Source: an optimization exercise on an open RTL-to-GDS flow (aim: a short achievable clock period). Production flows keep margins and buffers that such runs may drop.
RTL that was checked went through simulation tests only; none was proved equivalent to the original.
No activity file was given, so power comes from the tool's default toggle rates.

Setup of job 103:
Design twms, start of the top module:
module twms (
  input  logic        clk,
  input  logic        rst,           
  input  logic        cmd_valid,
  input  logic [1:0]  cmd_port,      
  input  logic [31:0] cmd_word,
  output logic        rsp_valid,
  output logic        rsp_ok,
  output logic [31:0] rsp_data,
  output logic [1:0]  bo0_cnt,       
  output logic [10:0] bo0_act0,
  output logic [10:0] bo0_act1,
  output logic [1:0]  bo1_cnt,       
  output logic [10:0] bo1_act0,
  output logic [10:0] bo1_act1,
  output logic        sleep_valid,   
  output logic [2:0]  sleep_level,
  output logic        pwr_asleep,    
  output logic [2:0]  pwr_level,
  output logic        halt,          
  output logic [2:0]  fcode,
  output logic [7:0]  finfo
);
  localparam logic [10:0] BA_START = 11'h000, BA_STOP = 11'h100, BA_TX = 11'h400;
  logic [1:0][2:0]  st_q;
  logic [1:0]       avail_q;
  logic [1:0]       mode_q;
  logic [1:0][6:0]  paddr_q;
  logic [1:0][7:0]  raddr_q;
  logic [1:0][2:0]  rem_q;
  logic [1:0][31:0] buf_q;
  logic [1:0][31:0] evoh_q;      
  logic [1:0][2:0]  if_q;
  logic [1:0][2:0]  ien_q;
  logic [1:0][7:0]  rxdata_q;
  logic [31:0]      ev_q;
  logic [4:0][4:0]  vt_q;        
  logic [1:0]       rem1_q, rem2_q;    
  logic [1:0][3:0]  rl1_q, rl2_q;      
  logic [1:0]       x_xs;        
  logic [1:0]       x_bw;        
  logic [1:0][2:0]  x_hv;        
  logic             x_dlv;       
  logic [1:0][2:0]  x_irq;       
  logic [1:0][2:0]  x_clr;       
  logic [1:0]       x_ien;       
  logic             x_evpost, x_evclr;
  logic [4:0]       x_vinc, x_vdec;
  logic             f_mode;
  logic [6:0]       f_paddr;
  logic [7:0]       f_raddr;
  logic [2:0]       f_cnt;
  logic             f_cnt1;      
  logic [3:0]       f_cl;        
  logic [31:0]      f_evoh;
  logic [3:0]       f_lane;
  logic [7:0]       f_byte;
  logic [2:0]       f_ien;
  logic             rsp_valid_q, rsp_okn_q;
  logic [31:0]      rsp_data_q;    
  logic [1:0][1:0]  bo_cnt_q;
  logic [1:0][10:0] bo_a0_q;
  logic [1:0][9:0]  bo_a1_q;      
  logic             slp_valid_q;
  logic [2:0]       slp_level_q;
  ...
Settings: LEC_CHECK=0, CAP_MARGIN=20, CORE_MARGIN=2, CORE_UTILIZATION=40, PLACE_DENSITY=0.6, SLEW_MARGIN=20; clock period 10.0 ns.
standard.sh (not shown) runs the stock make flow with config.mk's settings and CLKGATE_MAP_FILE= SYNTH_SCRIPT=/design/flow/synth_recipe.tcl, a recipe that flattens the netlist after the stock synthesis.
==> flow/flow/run.sh <==
#!/bin/bash
# Layout flow: the standard ORFS flow, with timing repair aimed at a setup
# slack margin well above what the 10 ns clock asks for, so that the resizer
# keeps working on the critical paths (the SDC is unchanged), and a last
# max-slew/max-cap repair after global routing (flow/post_grt.tcl). Port
# buffers are buf_4 (ORFS would pick a delay cell, clkdlybuf4s50_1).
# The platform's don't-use cells are extended with the slow high-stack gates
# (flow/dont_use.txt), for synthesis and for the resizer alike.
# make's output goes to standard_flow.log; each ORFS step logs under orfs/logs/.
set -euo pipefail
MARGIN=${MARGIN:-7.0}
DONT_USE=$(tr '\n' ' ' < flow/dont_use.txt)
bash standard.sh SETUP_SLACK_MARGIN=$MARGIN TNS_END_PERCENT=100 \
  "DONT_USE_CELLS=$DONT_USE" \
  "BUFFER_PORTS_ARGS=-buffer_cell sky130_fd_sc_hd__buf_4" \
  POST_GLOBAL_ROUTE_TCL=$PWD/flow/post_grt.tcl finish > standard_flow.log 2>&1
Other scripts of this flow, unchanged in this note and not shown: flow/flow/dont_use.txt, flow/flow/post_grt.tcl
Job 103 was carried through to the last stage, and its layout satisfied the timing, design-rule and antenna checks.
## Diff of input files: job 105 against job 103
Settings: setting SYNTH_MINIMUM_KEEP_SIZE to 0 for the first time; setting SYNTH_HIERARCHICAL to 1 for the first time.
### Flow results
On maximum frequency, job 105 does better than job 103.
Run comparison: job 103 uppermost layer routed met4; job 105 uppermost layer routed met5
Taking job 103 as the reference, in job 105 total via count after detailed routing rose 3349; cell area after synthesis rose about 17%; first-iteration DRC count rose about 10%; slack of the critical path rose 0.070 ns; die footprint rose 17%.
Job 105 ends up with lower fraction of area in registers than job 103 does.
The higher layout clock buffer count came out of job 105.
No run of this note included a check of the RTL's function; only the layout flow was run.

---

== the baseline ==
twms, a different RTL version from the one above (not shown whole).
Size: about 2,200 cells after synthesis, about 450 flip-flops, ~140 I/O pins, roughly 20,000 µm² of cells after synthesis.
Settings: LEC_CHECK=0, CAP_MARGIN=20, CORE_MARGIN=2, CORE_UTILIZATION=40, PLACE_DENSITY=0.6, SLEW_MARGIN=20; clock period 10.0 ns.
==> flow/flow/dont_use.txt <==
sky130_fd_sc_hd__probe_p_8
sky130_fd_sc_hd__probec_p_8
sky130_fd_sc_hd__lpflow_bleeder_1
sky130_fd_sc_hd__lpflow_clkbufkapwr_1
sky130_fd_sc_hd__lpflow_clkbufkapwr_16
sky130_fd_sc_hd__lpflow_clkbufkapwr_2
sky130_fd_sc_hd__lpflow_clkbufkapwr_4
sky130_fd_sc_hd__lpflow_clkbufkapwr_8
sky130_fd_sc_hd__lpflow_clkinvkapwr_1
sky130_fd_sc_hd__lpflow_clkinvkapwr_16
sky130_fd_sc_hd__lpflow_clkinvkapwr_2
sky130_fd_sc_hd__lpflow_clkinvkapwr_4
sky130_fd_sc_hd__lpflow_clkinvkapwr_8
sky130_fd_sc_hd__lpflow_decapkapwr_12
sky130_fd_sc_hd__lpflow_decapkapwr_3
sky130_fd_sc_hd__lpflow_decapkapwr_4
sky130_fd_sc_hd__lpflow_decapkapwr_6
sky130_fd_sc_hd__lpflow_decapkapwr_8
sky130_fd_sc_hd__lpflow_inputiso0n_1
sky130_fd_sc_hd__lpflow_inputiso0p_1
sky130_fd_sc_hd__lpflow_inputiso1n_1
sky130_fd_sc_hd__lpflow_inputiso1p_1
sky130_fd_sc_hd__lpflow_inputisolatch_1
sky130_fd_sc_hd__lpflow_isobufsrc_1
sky130_fd_sc_hd__lpflow_isobufsrc_16
sky130_fd_sc_hd__lpflow_isobufsrc_2
sky130_fd_sc_hd__lpflow_isobufsrc_4
sky130_fd_sc_hd__lpflow_isobufsrc_8
sky130_fd_sc_hd__lpflow_isobufsrckapwr_16
sky130_fd_sc_hd__lpflow_lsbuf_lh_hl_isowell_tap_1
sky130_fd_sc_hd__lpflow_lsbuf_lh_hl_isowell_tap_2
sky130_fd_sc_hd__lpflow_lsbuf_lh_hl_isowell_tap_4
sky130_fd_sc_hd__lpflow_lsbuf_lh_isowell_4
sky130_fd_sc_hd__lpflow_lsbuf_lh_isowell_tap_1
sky130_fd_sc_hd__lpflow_lsbuf_lh_isowell_tap_2
sky130_fd_sc_hd__lpflow_lsbuf_lh_isowell_tap_4
sky130_fd_sc_hd__or4_*
sky130_fd_sc_hd__nor4_*
sky130_fd_sc_hd__or4b_*
sky130_fd_sc_hd__nor4b_*
sky130_fd_sc_hd__or4bb_*
sky130_fd_sc_hd__nor4bb_*
sky130_fd_sc_hd__or3_*
sky130_fd_sc_hd__nor3_*
sky130_fd_sc_hd__or3b_*
sky130_fd_sc_hd__nor3b_*
sky130_fd_sc_hd__o41ai_*
sky130_fd_sc_hd__a41oi_*
sky130_fd_sc_hd__o41a_*
sky130_fd_sc_hd__a41o_*
sky130_fd_sc_hd__o311ai_*
sky130_fd_sc_hd__o2111ai_*
sky130_fd_sc_hd__a2111oi_*
sky130_fd_sc_hd__o2111a_*
sky130_fd_sc_hd__a2111o_*
sky130_fd_sc_hd__o311a_*
==> flow/flow/post_grt.tcl <==
# After global routing's timing repair: repair max slew and capacitance
# again, with margin, since repair_timing can leave drivers at the limit.
# Same sequence as global_route.tcl uses after its own repair_design.
repair_design -slew_margin 30 -cap_margin 30
global_route -start_incremental
detailed_placement
global_route -end_incremental
estimate_parasitics -global_routing
write_guides $::env(RESULTS_DIR)/route.guide
Scripts as last shown in full above: flow/flow/run.sh
The baseline: full flow OK, the timing, design-rule and antenna checks passed
Here is what was changed in the inputs of the candidate compared with the baseline.
-- flow/flow/dont_use.txt --
<<< the baseline, line 55
sky130_fd_sc_hd__a2111o_*
sky130_fd_sc_hd__o311a_*
>>> the candidate, line 55
sky130_fd_sc_hd__a2111o_*
sky130_fd_sc_hd__o311a_*
sky130_fd_sc_hd__a311oi_*
sky130_fd_sc_hd__a311o_*
sky130_fd_sc_hd__o32ai_*
sky130_fd_sc_hd__o32a_*
sky130_fd_sc_hd__a32oi_*
sky130_fd_sc_hd__a32o_*
sky130_fd_sc_hd__o221ai_*
sky130_fd_sc_hd__o221a_*
sky130_fd_sc_hd__a221oi_*
sky130_fd_sc_hd__a221o_*
sky130_fd_sc_hd__o211ai_*
sky130_fd_sc_hd__o211a_*
sky130_fd_sc_hd__a211oi_*
sky130_fd_sc_hd__a211o_*
sky130_fd_sc_hd__o31ai_*
sky130_fd_sc_hd__o31a_*
sky130_fd_sc_hd__a31oi_*
sky130_fd_sc_hd__a31o_*
sky130_fd_sc_hd__o22a_*
sky130_fd_sc_hd__a22o_*
sky130_fd_sc_hd__a2bb2o_*
sky130_fd_sc_hd__o2bb2a_*
sky130_fd_sc_hd__a2bb2oi_*
sky130_fd_sc_hd__o2bb2ai_*
sky130_fd_sc_hd__and4_*
sky130_fd_sc_hd__and4b_*
sky130_fd_sc_hd__and4bb_*
sky130_fd_sc_hd__nand4b_*
sky130_fd_sc_hd__nand4bb_*
## What came out
- Share of layout cells above drive strength 1 delta for the candidate relative to the baseline: 0.83 points lower
- Looking at number of nets in the finished design, the candidate sits above the baseline.
- Looking at the candidate and the baseline, the wire length is a wash.
- Cmp the candidate vs the baseline: worst-case hold slack higher in the candidate
- The candidate: share of total power in combinational logic 0.3 points above the baseline
- Re maximum single-stage delay on the critical path: the candidate is 0.03 ns up on the baseline.

==> re-timing with driven ports <==
The results above use ideal ports. As a check the final layouts listed here were re-extracted and re-timed, cells and wires unchanged. Step 1 assumes that a clkbuf_16 drives the clock port and a buf_2 every other input. Step 2 adds t to the input delays and takes it off the output delays; t is the mean of the earliest and latest rising clock arrival at the registers after step 1. Input paths then give back, and output paths get back, about the clock's delay inside the block. a / b / c = ideal / step 1 / step 2; a / b = the first two.
| run | t, ns | setup slack, ns | hold WS [ns] | worst data-port slew with drivers (ns) | pins driven straight from the clock port |
|---|---|---|---|---|---|
| job 103 | 0.673 | 6.687 / 6.715 / 6.041 | 0.482 / 0.482 / 0.482 | 0.22 | 1 |
| job 105 | 0.677 | 6.757 / 6.744 / 6.067 | 0.462 / 0.462 / 0.462 | 0.28 | 1 |
| the baseline | 0.665 | 6.439 / 6.382 / 5.865 | 0.479 / 0.479 / 0.479 | 0.24 | 1 |
| the candidate | 0.662 | 6.614 / 6.553 / 5.989 | 0.486 / 0.486 / 0.486 | 0.21 | 1 |
After both steps every run listed still meets setup and hold. For job 105, which loses most, drivers alone change the setup slack by -0.013 ns; drivers and shift together by -0.690 ns.
